Context: an optimization exercise on an open-source flow, tuned for small area and a short achievable clock period. The choices shown serve that exercise and are no tape-out recipe. Function was checked by simulation only, so behaviour that the tests miss may differ from the original. Power and IR drop assume default switching activity.

==> design.v <==
module fpe_regmap #(
  parameter MAP_SIZE = 64
) (
  input  wire         clk,
  input  wire         rst,
  input  wire         acc_wen,
  input  wire [7:0]   acc_addr,
  input  wire [4:0]   acc_len,
  input  wire [127:0] acc_wdata,
  output wire [127:0] rd_data
);
  reg  [8*MAP_SIZE-1:0] cells;
  wire [7:0] wbyte [0:15];
  localparam [8:0] MAP_END = MAP_SIZE;
  wire [8:0] acc_end = {1'b0, acc_addr} + {4'b0, acc_len};
  genvar k, a;
  generate
    for (k = 0; k < 16; k = k + 1) begin : g_rd
      localparam [8:0] K = k;
      wire [8:0] idx   = {1'b0, acc_addr} + K;
      wire       inwin = (K[4:0] < acc_len) && (idx < MAP_END);
      assign rd_data[8*k +: 8] = inwin ? cells[{idx[5:0], 3'b000} +: 8] : 8'h00;
      assign wbyte[k] = acc_wdata[8*k +: 8];
    end
  endgenerate
  generate
    for (a = 0; a < MAP_SIZE; a = a + 1) begin : g_wr
      localparam [8:0] POS = a;
      wire       hit = (POS >= {1'b0, acc_addr}) && (POS < acc_end);
      wire [3:0] off = POS[3:0] - acc_addr[3:0];
      always @(posedge clk) begin
        if (rst)
          cells[8*a +: 8] <= 8'h00;
        else if (acc_wen && hit)
          cells[8*a +: 8] <= wbyte[off];
      end
    end
  endgenerate
endmodule
module fpe_engine #(
  parameter MAP_SIZE = 64
) (
  input  wire         clk,
  input  wire         rst,
  input  wire         link_rst,
  input  wire         rx_valid,
  input  wire [7:0]   rx_data,
  output wire         rx_ready,
  output wire         tx_valid,
  output reg  [7:0]   tx_data,
  input  wire         tx_ready,
  output wire         commit_req,    
  output wire         commit_wr,     
  input  wire         commit_go,     
  output wire [7:0]   eng_addr,
  output wire [4:0]   eng_len,
  output wire [127:0] eng_wdata,
  input  wire [127:0] map_rdata,     
  output reg          diag_valid,
  output reg  [2:0]   diag_code
);
  localparam [2:0] S_HDR        = 3'd0,
                   S_RD_CSUM    = 3'd1,
                   S_WR_PAYLOAD = 3'd2,
                   S_WR_CSUM    = 3'd3,
                   S_SKIP       = 3'd4,
                   S_COMMIT_RD  = 3'd5,
                   S_COMMIT_WR  = 3'd6,
                   S_RESP       = 3'd7;
  localparam [8:0] MAP_END = MAP_SIZE;
  localparam [1:0] R_ACK = 2'd0, R_NACK = 2'd1, R_DATA = 2'd2;
  localparam [2:0] D_OUT_OF_RANGE = 3'd1,
                   D_CSUM         = 3'd2,
                   D_LEN_TOO_BIG  = 3'd3,
                   D_UNKNOWN_CMD  = 3'd4,
                   D_INCOMPLETE   = 3'd5;
  reg [2:0]   st;
  reg [4:0]   cnt;
  reg [7:0]   cmd;
  reg [7:0]   addr;
  reg [7:0]   len;
  reg [7:0]   acc;
  reg [127:0] buf_q;
  reg [1:0]   rkind;
  reg [4:0]   ridx;
  wire rx_phase = (st == S_HDR) || (st == S_RD_CSUM) || (st == S_WR_PAYLOAD) ||
                  (st == S_WR_CSUM) || (st == S_SKIP);
  assign rx_ready = rx_phase && !rst && !link_rst;
  assign tx_valid = (st == S_RESP) && !rst && !link_rst;
  wire rx_fire = rx_valid && rx_ready;
  wire tx_fire = tx_valid && tx_ready;
  assign commit_req = (st == S_COMMIT_RD) || (st == S_COMMIT_WR);
  assign commit_wr  = (st == S_COMMIT_WR);
  assign eng_addr   = addr;
  assign eng_len    = len[4:0];
  assign eng_wdata  = buf_q;
  wire [8:0] hdr_end = {1'b0, addr} + {1'b0, rx_data};
  wire       len_big = (rx_data > 8'd16);
  wire       hdr_ok  = ({1'b0, addr} < MAP_END) && (hdr_end <= MAP_END) && !len_big;
  integer i;
  reg [7:0] rd_xor;
  always @(*) begin
    rd_xor = 8'h00;
    for (i = 0; i < 16; i = i + 1)
      rd_xor = rd_xor ^ map_rdata[8*i +: 8];
  end
  wire [4:0] resp_last = (rkind == R_DATA) ? (len[4:0] + 5'd2) : 5'd2;
  wire [3:0] data_idx  = ridx[3:0] - 4'd2;
  always @(*) begin
    if (rkind == R_DATA) begin
      if (ridx == 5'd0)
        tx_data = addr;
      else if (ridx == 5'd1)
        tx_data = len;
      else if (ridx == resp_last)
        tx_data = acc;
      else
        tx_data = buf_q[{data_idx, 3'b000} +: 8];
    end else begin
      case (ridx)
        5'd0:    tx_data = addr;
        5'd1:    tx_data = (rkind == R_NACK) ? 8'hFF : 8'h00;
        default: tx_data = (rkind == R_NACK) ? (addr ^ 8'hFF) : addr;
      endcase
    end
  end
  always @(posedge clk) begin
    diag_valid <= 1'b0;
    diag_code  <= 3'd0;
    if (rst) begin
      st    <= S_HDR;
      cnt   <= 5'd0;
      cmd   <= 8'd0;
      addr  <= 8'd0;
      len   <= 8'd0;
      acc   <= 8'd0;
      buf_q <= 128'd0;
      rkind <= R_ACK;
      ridx  <= 5'd0;
    end else if (link_rst) begin
      if (st != S_HDR || cnt != 5'd0) begin
        diag_valid <= 1'b1;
        diag_code  <= D_INCOMPLETE;
      end
      st  <= S_HDR;
      cnt <= 5'd0;
    end else begin
      case (st)
        S_HDR: if (rx_fire) begin
          if (cnt == 5'd0) begin
            cmd <= rx_data;
            acc <= rx_data;
            cnt <= 5'd1;
          end else if (cnt == 5'd1) begin
            addr <= rx_data;
            acc  <= acc ^ rx_data;
            cnt  <= 5'd2;
          end else begin
            len <= rx_data;
            acc <= acc ^ rx_data;
            cnt <= 5'd0;
            if (cmd == 8'h01) begin
              if (hdr_ok) begin
                st <= S_RD_CSUM;
              end else begin
                st <= S_SKIP;
                cnt <= 5'd1;
                diag_valid <= 1'b1;
                diag_code  <= len_big ? D_LEN_TOO_BIG : D_OUT_OF_RANGE;
              end
            end else if (cmd == 8'h02) begin
              if (len_big) begin
                diag_valid <= 1'b1;
                diag_code  <= D_LEN_TOO_BIG;
              end else if (!hdr_ok) begin
                st  <= S_SKIP;
                cnt <= rx_data[4:0] + 5'd1;
                diag_valid <= 1'b1;
                diag_code  <= D_OUT_OF_RANGE;
              end else if (rx_data == 8'd0) begin
                st <= S_WR_CSUM;
              end else begin
                st <= S_WR_PAYLOAD;
              end
            end else begin
              diag_valid <= 1'b1;
              diag_code  <= D_UNKNOWN_CMD;
            end
          end
        end
        S_RD_CSUM: if (rx_fire) begin
          if (rx_data == acc) begin
            st <= S_COMMIT_RD;
          end else begin
            st <= S_HDR;
            diag_valid <= 1'b1;
            diag_code  <= D_CSUM;
          end
        end
        S_WR_PAYLOAD: if (rx_fire) begin
          buf_q[{cnt[3:0], 3'b000} +: 8] <= rx_data;
          acc <= acc ^ rx_data;
          if (cnt + 5'd1 == len[4:0])
            st <= S_WR_CSUM;
          else
            cnt <= cnt + 5'd1;
        end
        S_WR_CSUM: if (rx_fire) begin
          if (rx_data == acc) begin
            st <= S_COMMIT_WR;
          end else begin
            st    <= S_RESP;
            rkind <= R_NACK;
            ridx  <= 5'd0;
            diag_valid <= 1'b1;
            diag_code  <= D_CSUM;
          end
        end
        S_SKIP: if (rx_fire) begin
          if (cnt == 5'd1) begin
            st  <= S_HDR;
            cnt <= 5'd0;
          end else begin
            cnt <= cnt - 5'd1;
          end
        end
        S_COMMIT_RD: if (commit_go) begin
          buf_q <= map_rdata;
          acc   <= addr ^ len ^ rd_xor;
          st    <= S_RESP;
          rkind <= R_DATA;
          ridx  <= 5'd0;
        end
        S_COMMIT_WR: if (commit_go) begin
          st    <= S_RESP;
          rkind <= R_ACK;
          ridx  <= 5'd0;
        end
        S_RESP: if (tx_fire) begin
          if (ridx == resp_last) begin
            st  <= S_HDR;
            cnt <= 5'd0;
          end else begin
            ridx <= ridx + 5'd1;
          end
        end
        default: st <= S_HDR;
      endcase
    end
  end
endmodule
module fpe_rm (
  input  wire         clk,
  input  wire         rst,
  input  wire         link_rst,
  input  wire         rx_valid,
  input  wire [7:0]   rx_data,
  output wire         rx_ready,
  output wire         tx_valid,
  output wire [7:0]   tx_data,
  input  wire         tx_ready,
  input  wire [1:0]   c_req,
  input  wire [1:0]   c_op,
  input  wire [15:0]  c_addr,
  input  wire [9:0]   c_len,
  input  wire [255:0] c_wdata,
  input  wire [1:0]   c_lock,
  output reg  [1:0]   c_gnt,
  output reg  [255:0] c_rdata,
  output reg  [1:0]   c_err,
  output wire         diag_valid,
  output wire [2:0]   diag_code
);
  localparam       MAP_SIZE = 64;
  localparam [8:0] MAP_END  = MAP_SIZE;
  wire         commit_req;
  wire         commit_wr;
  wire         commit_go;
  wire [7:0]   eng_addr;
  wire [4:0]   eng_len;
  wire [127:0] eng_wdata;
  wire [127:0] map_rdata;
  fpe_engine #(.MAP_SIZE(MAP_SIZE)) u_engine (
    .clk        (clk),
    .rst        (rst),
    .link_rst   (link_rst),
    .rx_valid   (rx_valid),
    .rx_data    (rx_data),
    .rx_ready   (rx_ready),
    .tx_valid   (tx_valid),
    .tx_data    (tx_data),
    .tx_ready   (tx_ready),
    .commit_req (commit_req),
    .commit_wr  (commit_wr),
    .commit_go  (commit_go),
    .eng_addr   (eng_addr),
    .eng_len    (eng_len),
    .eng_wdata  (eng_wdata),
    .map_rdata  (map_rdata),
    .diag_valid (diag_valid),
    .diag_code  (diag_code)
  );
  reg       own_valid;
  reg       own_idx;
  wire own_free = !own_valid;
  wire [1:0] c_elig;
  assign c_elig[0] = c_req[0] && !c_gnt[0] && (own_free || own_idx == 1'b0) && !rst;
  assign c_elig[1] = c_req[1] && !c_gnt[1] && (own_free || own_idx == 1'b1) && !rst;
  assign commit_go = commit_req && own_free && !link_rst && !rst;
  wire gnt0 = !commit_go && c_elig[0];
  wire gnt1 = !commit_go && !c_elig[0] && c_elig[1];
  wire         csel    = gnt1;
  wire         c_we    = c_op[csel];
  wire [7:0]   c_a     = csel ? c_addr[15:8]    : c_addr[7:0];
  wire [4:0]   c_n     = csel ? c_len[9:5]      : c_len[4:0];
  wire [127:0] c_w     = csel ? c_wdata[255:128] : c_wdata[127:0];
  wire [8:0]   c_end   = {1'b0, c_a} + {4'b0, c_n};
  wire         c_ok    = (c_n <= 5'd16) && (c_end <= MAP_END);
  wire         acc_wen   = commit_go ? commit_wr : ((gnt0 || gnt1) && c_we && c_ok);
  wire [7:0]   acc_addr  = commit_go ? eng_addr  : c_a;
  wire [4:0]   acc_len   = commit_go ? eng_len   : c_n;
  wire [127:0] acc_wdata = commit_go ? eng_wdata : c_w;
  fpe_regmap #(.MAP_SIZE(MAP_SIZE)) u_map (
    .clk       (clk),
    .rst       (rst),
    .acc_wen   (acc_wen),
    .acc_addr  (acc_addr),
    .acc_len   (acc_len),
    .acc_wdata (acc_wdata),
    .rd_data   (map_rdata)
  );
  always @(posedge clk) begin
    if (rst) begin
      own_valid <= 1'b0;
      own_idx   <= 1'b0;
      c_gnt     <= 2'b00;
      c_err     <= 2'b00;
      c_rdata   <= 256'd0;
    end else begin
      c_gnt <= {gnt1, gnt0};
      c_err <= {gnt1 && !c_ok, gnt0 && !c_ok};
      if (gnt0)
        c_rdata[127:0]   <= c_ok ? map_rdata : 128'd0;
      if (gnt1)
        c_rdata[255:128] <= c_ok ? map_rdata : 128'd0;
      if (own_valid && !c_lock[own_idx]) begin
        own_valid <= 1'b0;
      end else if (own_free && gnt0 && c_lock[0]) begin
        own_valid <= 1'b1;
        own_idx   <= 1'b0;
      end else if (own_free && gnt1 && c_lock[1]) begin
        own_valid <= 1'b1;
        own_idx   <= 1'b1;
      end
    end
  end
endmodule
==> run.sh <==
#!/bin/bash
# synth_recipe.tcl (not shown) runs the flow's synth.tcl, then flattens the netlist and writes it again
# the make line also repeats each setting of config.mk as NAME=value (left out here)
make -C /OpenROAD-flow-scripts/flow DESIGN_CONFIG=/design/flow/config.mk WORK_HOME=/design/flow/orfs CLKGATE_MAP_FILE= SYNTH_SCRIPT=/design/flow/synth_recipe.tcl finish
==> config.mk <==
export PLATFORM = sky130hd
export DESIGN_NAME = fpe_rm
export DESIGN_NICKNAME = fpe_rm
export VERILOG_FILES = /design/flow/design.v
export SDC_FILE = /design/flow/constraint.sdc
export NUM_CORES = 8
export LEC_CHECK = 0
export CAP_MARGIN = 40
export CORE_MARGIN = 2
export CORE_UTILIZATION = 25
export PLACE_DENSITY = 0.4
export SLEW_MARGIN = 20
==> constraint.sdc <==
create_clock -name core_clock -period 10.0 [get_ports {clk}]
set_input_delay 2.0000 -clock core_clock [delete_from_list [all_inputs] [get_ports {clk}]]
set_output_delay 2.0000 -clock core_clock [all_outputs]
set_load 0.01 [all_outputs]
==> impl_metrics.ini <==
[global_routing]
grt_max_degree = 203
grt_pass1_vias = 103000
grt.overflow.total = 0
grt_use_total = 0.446
antenna_found_initial = 87
grt_pass1_wl_mm = 1080

[yosys]
seq_area_frac_synth = 0.213
ys_async_sr_fraction = 0
synth_top_area_share = 0.213
synthAdderAreaFrac = 0.00677
muxShareOfSynthArea = 0.278
synthFlopType = dfxtp_1
synth_area_leader_cell = dfxtp_1
ys_ff_latch = 953
syn-num-nets = 11900
synth_cell_types = 112
synth_top_family_by_area = multiplexers
synth-compound-area-share = 0.226
synth_edf_count = 0
syn_area_um2 = 89500
synth.avg_cell_area_um2 = 7.72
yosys-top-cells-area = dfxtp_1, mux2i_1, mux4_2, nand2_1, a21oi_1
yosysWarnings = 3
yosys.area_share.simple = 0.194
syn_inst = 11600
synth_xor_area_frac = 0.0256

[placement]
post_dp_cell_area_um2 = 107000
dp.cells = 16900
port_buffers = 574
gp_congestion = 1.18
place.detailed.hpwl_mm = 657

[cells_and_area]
final_cell_count_no_fill = 17300
area_growth_pct = 25.0
layout_commonest_cell = nand2_1
nets = 12700
layout-drive-gt1-share = 0.172
mostFrequentLayoutCells = nand2_1, nor2_1, mux2i_1, a21oi_1, buf_4
final_area_um2 = 112000

[setup_path]
cp_common_cell = xnor2_1
cp.buffers_inverters = 6
critical_path.cell_chain = clkdlybuf4s50_1 -> or3b_4 -> a211oi_4 -> buf_4 -> mux2i_1 -> buf_4 -> and2_4 -> inv_16 -> buf_12 -> nand3_2 -> nand2_8 -> buf_4 -> mux4_2 -> mux2i_1 -> a221o_1 -> xnor2_1 -> xnor2_1 -> xnor2_1 -> xnor2_1 -> a2111oi_1
cp-end-kind = flip-flop
cp-start-kind = input port
cpLargestDelayFamily = buffers and inverters
critical_path.max_fanout = 69
cp_data_required_time_ps = 10760
r2r_slack_ps = 1650
arrival_ps = 9620
crit_type = input port to flip-flop
slowest_stage = mux2i_1
cp_slowest_stage_delay_ps = 710

[floorplan]
die_x_um = 602
io_pins = 575
initial_core_util = 0.251
coreArea_um2 = 356000
die-height_um = 602
die_area_um2 = 363000
rows = 219

[clock_tree]
max-clock-path-buffers = 4
cts_hold_buf = 0
clockRootBuffer = clkbuf_16
cts_tree = yes
clock_sinks = 953
cts_setup_buffers = 0
cts_max_level = 3
cts_buffers = 122
path_clk_slew_ps = 70
insertion_delay_ps = 980
cts-resized-gates = 0

[sta]
hold_viol = 0
finalMaxSlewViolations = 0
max_freq_ghz = 0.113
worst_pin_slew_ps = 1190
finalCritPeriodShare = 0.886
fin_crit_ps = 8860
tns_ps = 0
setup_viol = 0
rsz0062_at_grt = no
maxSlewHeadroom = 0.210
fin_skew_ps = 127

[status]
status = timing/DRC/antenna clean

[route]
wl_mm = 844
wl_per_cell_um = 48.9
drt.antenna.violating_nets = 0
drt_drc_violations_left = 0
vias = 114000
via_per_inst = 6.59
drtPass1Iterations = 10
drt-initial-drc-count = 19800

[job]
max_cap_violations = 0

[power]
vdd_drop_max_mv = 0.163
power.density_nw_per_um2 = 140
p_leak_nw = 41.5

[min_path]
hp-class = flip-flop to flip-flop
## cells by family after synthesis
group	Yosys count
simple gates	4151
compound gates	3145
mux	1914
buf+inv	1154
flops	953
xor+xnor	231
fa+ha+maj	48
## path summary, 6_finish.rpt
check,start,cells past startpoint,end
setup reg to reg,u_engine.st[1],16,u_engine.acc[5]
hold reg to reg,c_rdata[62],2,c_rdata[62]
hold / removal,c_rdata[62],2,c_rdata[62]
setup / recovery,c_req[1],20,u_engine.acc[5]
## per-layer routing
layer	GRT usage	vias to the layer above	share of wire
li1	-	44700	-
met1	0.530	57100	0.38
met2	0.609	9300	0.39
met3	0.188	2538	0.13
met4	0.392	34	0.11
met5	0	-	0.00032
## final cells by class
cell class                      count  area [µm²]
Antenna cell                       58         145
Fill cell                       37800      244000
Multi-Input combinational cell   9489       66600
Clock inverter                     58         798
Timing Repair Buffer             1731       15600
Sequential cell                   953       19100
Tap cell                         4751        5940
Inverter                           49         225
Clock buffer                      163        3450
## Yosys cell counts, drive strengths merged, types with 17 or more instances
cell	n
nand2	1720
nor2	1546
mux2i	1422
a21oi	1166
dfxtp	953
clkbuf	721
o22ai	510
mux4	451
buf	384
o21ai	344
nand3	286
nor3	192
xnor2	180
a211oi	161
a22oi	124
a221oi	101
o221ai	97
a31oi	94
nor4	93
and3	92
a32oi	89
o211ai	77
a21o	60
and2	56
nand4	52
ha	46
inv	45
mux2	41
xor2	38
a2111oi	30
a32o	27
o2111ai	26
o221a	25
or3	25
a311oi	20
a221o	19
o32ai	18
a211o	17
o31ai	17
## flip-flops by register name, summed over array words and instances (netlist names)
name and cells:
u_map.cells 512, c_rdata 256, u_engine.buf_q 128, u_engine.acc 8
u_engine.addr 8, u_engine.cmd 8, u_engine.len 8, u_engine.cnt 5
u_engine.ridx 5, u_engine.diag_code 3, u_engine.st 3, c_err 2
c_gnt 2, u_engine.rkind 2, own_idx 1, own_valid 1
u_engine.diag_valid 1
## tightest hold or removal path, stage by stage (launching register included)
cell and delay [ps]:
dfxtp_1 310, nand2_1 50, a21oi_1 50
## power by group
part           internal, W  switching, W
Combinational      0.00192       0.00512
Clock              0.00281       0.00202
Sequential         0.00381     0.0000236
Total              0.00854       0.00716
## through the flow
stage	power, W	util	hold WS, ps	setup WS (ps)
2_1_floorplan	0.00690	-	444	857
3_3_place_gp	0.0104	0.296	445	-469
3_5_place_dp	0.0105	0.301	447	537
4_1_cts	0.0153	0.312	456	1470
5_1_grt	0.0158	0.314	464	1020
6_report	0.0157	0.314	453	1140

afterwards: timing with drivers on the ports:
The results above use ideal ports. As a check the final layout listed here was re-extracted and re-timed, cells and wires unchanged.
Step 1, drivers: a clkbuf_16 drives clk and a buf_2 each remaining input, both assumed.
Step 2, shift: input delay + t, output delay - t, t = (earliest + latest rising clock arrival at the registers) / 2. This alone moves slack from input paths to output paths.
a / b / c = no drivers / after step 1 / after step 2; a / b = the first two.
t (ns): 1.036
setup WS [ns]: 1.138 / 1.210 / 0.174
hold WS [ns]: 0.453 / 0.453 / 0.453
clock arrival spread, ns: 0.127 / 0.127
After both steps this run still meets setup and hold. For this run, drivers alone change the setup slack by +0.072 ns; drivers and shift together by -0.964 ns.
